What follows belongs to an exercise in optimizing a design on an open flow for small area, a short achievable clock period and few clock cycles; a production flow would make more cautious choices. The RTL was checked by simulation tests, not by an equivalence proof against the original design. Power figures rest on the tool's default switching activity, not on a simulated workload.

// dab_fv
module dab_fv (
    input  wire        clk,
    input  wire        rst,           
    input  wire        req_valid,
    output wire        req_ready,
    input  wire [31:0] req_cw,
    input  wire [63:0] req_opa,
    input  wire [63:0] req_opb,
    output reg         rsp_valid,
    output reg  [3:0]  rsp_status,
    output reg  [63:0] rsp_res
);
    localparam ST_OK         = 4'd0;
    localparam ST_OVERFLOW   = 4'd1;
    localparam ST_UNDERFLOW  = 4'd2;
    localparam ST_RANGE      = 4'd3;
    localparam ST_LENMISM    = 4'd4;
    localparam ST_ILL_CMD    = 4'd8;
    localparam ST_ILL_OPND   = 4'd9;
    localparam ST_ILL_STATE  = 4'd10;
    localparam C_RDSR = 0, C_WR = 1, C_RD = 2, C_PEEK = 3, C_REM = 4, C_BRST = 5,
               C_SLICE = 6, C_CCOMP = 7, C_CVER = 8, C_FCFG = 9, C_FNEW = 10,
               C_LATCH = 11, C_COMMIT = 12, C_FIBRD = 13, C_MCFG = 14, C_MPARSE = 15;
    localparam K_LATCH = 2'd0;
    localparam K_COMP  = 2'd1;
    localparam K_VER   = 2'd2;
    localparam K_MSC   = 2'd3;
    function [15:0] crc_m;
        input [15:0] c;
        begin
            crc_m[0] = ^(c & 16'h859B);
            crc_m[1] = ^(c & 16'h0B36);
            crc_m[2] = ^(c & 16'h166C);
            crc_m[3] = ^(c & 16'h2CD8);
            crc_m[4] = ^(c & 16'h59B0);
            crc_m[5] = ^(c & 16'h36FB);
            crc_m[6] = ^(c & 16'h6DF7);
  ...
Size in the first run: ~8700 cells after synthesis, roughly 2400 flip-flops, about 230 I/O pins, ~0.11 sq mm of cells after synthesis.
==> flow/config.mk <==
export PLATFORM = sky130hd
export DESIGN_NAME = dab_fv
export DESIGN_NICKNAME = dab_fv
export VERILOG_FILES = /design/flow/design.v
export SDC_FILE = /design/flow/constraint.sdc
export NUM_CORES = 4
export LEC_CHECK = 0
export CAP_MARGIN = 30
export CELL_PAD_IN_SITES_DETAIL_PLACEMENT = 1
export CELL_PAD_IN_SITES_GLOBAL_PLACEMENT = 2
export CORE_MARGIN = 2
export CORE_UTILIZATION = 20
export CTS_CLUSTER_DIAMETER = 100
export CTS_CLUSTER_SIZE = 20
export PLACE_DENSITY = 0.45
export SLEW_MARGIN = 40
==> flow/constraint.sdc <==
create_clock -name core_clock -period 12.0 [get_ports {clk}]
set_input_delay 2.4000 -clock core_clock [delete_from_list [all_inputs] [get_ports {clk}]]
set_output_delay 2.4000 -clock core_clock [all_outputs]
set_load 0.01 [all_outputs]
standard.sh (not shown) runs the stock make flow with config.mk's settings and CLKGATE_MAP_FILE= SYNTH_SCRIPT=/design/flow/synth_recipe.tcl, a recipe that flattens the netlist after the stock synthesis.
==> flow/flow/run.sh <==
#!/bin/bash
set -euo pipefail
bash standard.sh SETUP_SLACK_MARGIN=7.5 finish > layout.log 2>&1
Testbench counts at the start, summed over its fixed seeds: cycles 4,569.
Then changed:
--- a/flow/design.v
+++ b/flow/design.v
@@ -156,24 +156,28 @@
     reg  [10:0] q_pend;          
     reg         q_phc, q_pcfgd;
     reg  [2:0]  q_mpad;          
     reg  [3:0]  q_mq;            
     genvar gk;
     wire [10:0] wr_end  = {1'b0, bbwr} + {4'd0, q_cw[6:0]};
     wire        e_cmd   = q_valid & (op_left == 4'd0);
     wire        wr_ok   = e_cmd & q_cmd[C_WR] & ~q_wbad & ~q_wovf;
     wire        bb_zero = rst_q | (e_cmd & q_cmd[C_BRST]);
-    wire [10:0] i_sum   = {1'b0, req_opa[9:0]} + {1'b0, req_opb[9:0]};
-    wire        i_rbad  = (|req_opa[63:10]) | (|req_opb[63:10]) |
-                          (bb_zero ? (i_sum != 11'd0) : wr_ok ? (i_sum > wr_end) : (i_sum > {1'b0, bbwr}));
-    wire [10:0] i_wend0 = {1'b0, bbwr} + {4'd0, iw[6:0]};
-    wire [10:0] i_wend1 = wr_end + {4'd0, iw[6:0]};
-    wire        i_wovf  = ~bb_zero & (wr_ok ? (i_wend1 > 11'd512) : (i_wend0 > 11'd512));
+    wire [10:0] nx_bbwr = bb_zero ? 11'd0 : wr_ok ? wr_end : {1'b0, bbwr};
+    wire [10:0] nx_free = 11'd512 - nx_bbwr;
+    wire [10:0] cs_a    = {1'b0, req_opa[9:0]};
+    wire [10:0] cs_b    = {1'b0, req_opb[9:0]};
+    wire [10:0] cs_c    = ~nx_bbwr;
+    wire [10:0] cs_s    = cs_a ^ cs_b ^ cs_c;
+    wire [11:0] cs_y    = {(cs_a & cs_b) | (cs_a & cs_c) | (cs_b & cs_c), 1'b0};
+    wire [12:0] cs_t    = {2'b00, cs_s} + {1'b0, cs_y};
+    wire        i_rbad  = (|req_opa[63:10]) | (|req_opb[63:10]) | (cs_t[12:11] != 2'b00);
+    wire        i_wovf  = {4'd0, iw[6:0]} > nx_free;
     wire [2:0]  i_sid   = iw[2:0];
     wire        i_fwd   = q_valid & q_cmd[C_MCFG] & (q_cw[7:3] == 5'd0) &
                           ~(q_cw[8] & (q_opa[2:0] != 3'd0)) & (q_cw[2:0] == i_sid);
     wire [9:0]  i_plen  = rst_q ? 10'd0 : i_fwd ? (q_opa_hi ? 10'd1023 : q_opa[9:0]) : sc_plen[i_sid];
     wire        i_phc   = ~rst_q & (i_fwd ? q_cw[8] : sc_hc[i_sid]);
     wire        i_pcfgd = ~rst_q & (i_fwd | sc_cfgd[i_sid]);
     wire [6:0]  i_mn    = i_plen[9:3] + 7'd2;                
     wire [2:0]  i_mpad  = 3'd0 - i_mn[2:0];
     always @(posedge clk) begin
The changed run completed without violations.
Core utilization hardly moves.
Design area fell by 0.43%.
Sequential power is about the same.
Die area fell by 0.69%.
Via count fell by 1.5%.
Synthesized cell count fell by 0.78%.
Total power fell by 0.48%.
Setup slack gets better by 0.15 ns.
Sequential share of layout area rose by 0.22 points.
Worst hold slack gets better by 0.0031 ns.
Combinational power is about the same.
Routed wire length fell by 1.9%.
Final cell count fell by 0.61%.
Testbench counts after the change, summed over its fixed seeds: cycles 4,569.

---

R:
dab_fv, a different RTL version from the one above (not shown whole).
Size: ~8,700 cells after synthesis, roughly 2,400 flip-flops, about 230 I/O pins, ~110,000 um2 of cells after synthesis.
clock: 12.0 ns
lec_check: 0
cap_margin: 30
cell_pad_in_sites_detail_placement: 1
cell_pad_in_sites_global_placement: 2
core_margin: 2
core_utilization: 20
cts_cluster_diameter: 100
cts_cluster_size: 20
place_density: 0.45
slew_margin: 40
==> flow/flow/run.sh <==
#!/bin/bash
set -euo pipefail
bash standard.sh SETUP_SLACK_MARGIN=8 finish > layout.log 2>&1
Testbench counts of R, summed over its fixed seeds: cycles 4,569.
Input changes introduced in P (baseline for comparison: R):
--- a/flow/design.v
+++ b/flow/design.v
@@ -543,27 +543,27 @@
                 sp_n_n   = 3'd0;
                 sp_ptr   <= bbrd_n;
             end else begin
                 sp_n_n   = sp_n + {2'd0, bg_go};
                 if (bg_go) sp_ptr <= {sp_endh[3:0], sp_ptr[5:0]};
             end
             sp_n    <= sp_n_n;
             bbwr    <= bbwr_n;
             bbrd    <= bbrd_n;
             bbrem   <= bbrem_n;
             fstate  <= fstate_n;
             op_left <= left_nx;
-            rdy     <= ~(take & (((icw[31:24] == 8'h32) & (sp_n_n < 3'd3)) |
-                                 ((icw[31:24] == 8'h39) & (mcfg_now | sc_long[iw[2:0]])) |
-                                 ((icw[31:25] == 7'h10) & (i_q > 5'd1))))
+            rdy     <= ~(take & ((i_cmd[C_LATCH] & (sp_n_n < 3'd3)) |
+                                 (i_cmd[C_MPARSE] & (mcfg_now | sc_long[iw[2:0]])) |
+                                 ((i_cmd[C_CCOMP] | i_cmd[C_CVER]) & (i_q > 5'd1))))
                        & (left_nx <= 4'd1);
         end
         if (rst) begin
             rdy     <= 1'b1;
             op_left <= 4'd0;
             f_v     <= 1'b0;
             f_fc    <= 1'b0;
         end
     end
     reg [127:0] pair;
     always @(*) begin
         case (f_x[8:6])
==> comparison <==
R and P ended up with roughly the same die area.
Critical path depth in cells ended up 15 lower on P than on R.
R → P: share of power burned in combinational logic rose by 1.5 points, routed wire length rose by about 0.5%, largest net degree at the start of global routing fell by 10, number of antenna violations at the first check in global routing rose by 8.2%.
The final reports for P and R show setup slack higher in the former.
Sort P and R by final total power desc -> top: P
~same wire length per cell in P and R
Testbench counts of P, summed over its fixed seeds: cycles 4,569.

-- port drivers added, routing unchanged --
The results above use ideal ports. As a check the final layouts listed here were re-extracted and re-timed, cells and wires unchanged.
Step 1: set_driving_cell puts a clkbuf_16 on clk and a buf_2 on each other input, an assumption about the parent block.
Step 2 moves the port delays by t, midway between the first and last clock arrival at a register: inputs arrive t later, outputs are due t later. That takes back most of the time a late clock gives input paths.
Three values: ideal ports, drivers, drivers and shift; two values: the first two.
| run | shift t [ns] | setup WS [ns] | worst setup path at the end | cell pins on the clock port's net |
|---|---|---|---|---|
| the first run of note 1 | 1.054 | 7.358 / 7.445 / 6.391 | input to register | 1 |
| the second run of note 1 | 1.042 | 7.511 / 7.511 / 6.688 | input to register | 1 |
| R | 1.052 | 7.681 / 7.681 / 6.783 | input to register | 1 |
| P | 1.028 | 7.878 / 7.949 / 6.921 | input to register | 1 |
After both steps setup and hold are still met in every run listed. The setup slack of the first run of note 1, which loses most, moves by +0.087 ns with the drivers and by -0.967 ns with both steps.
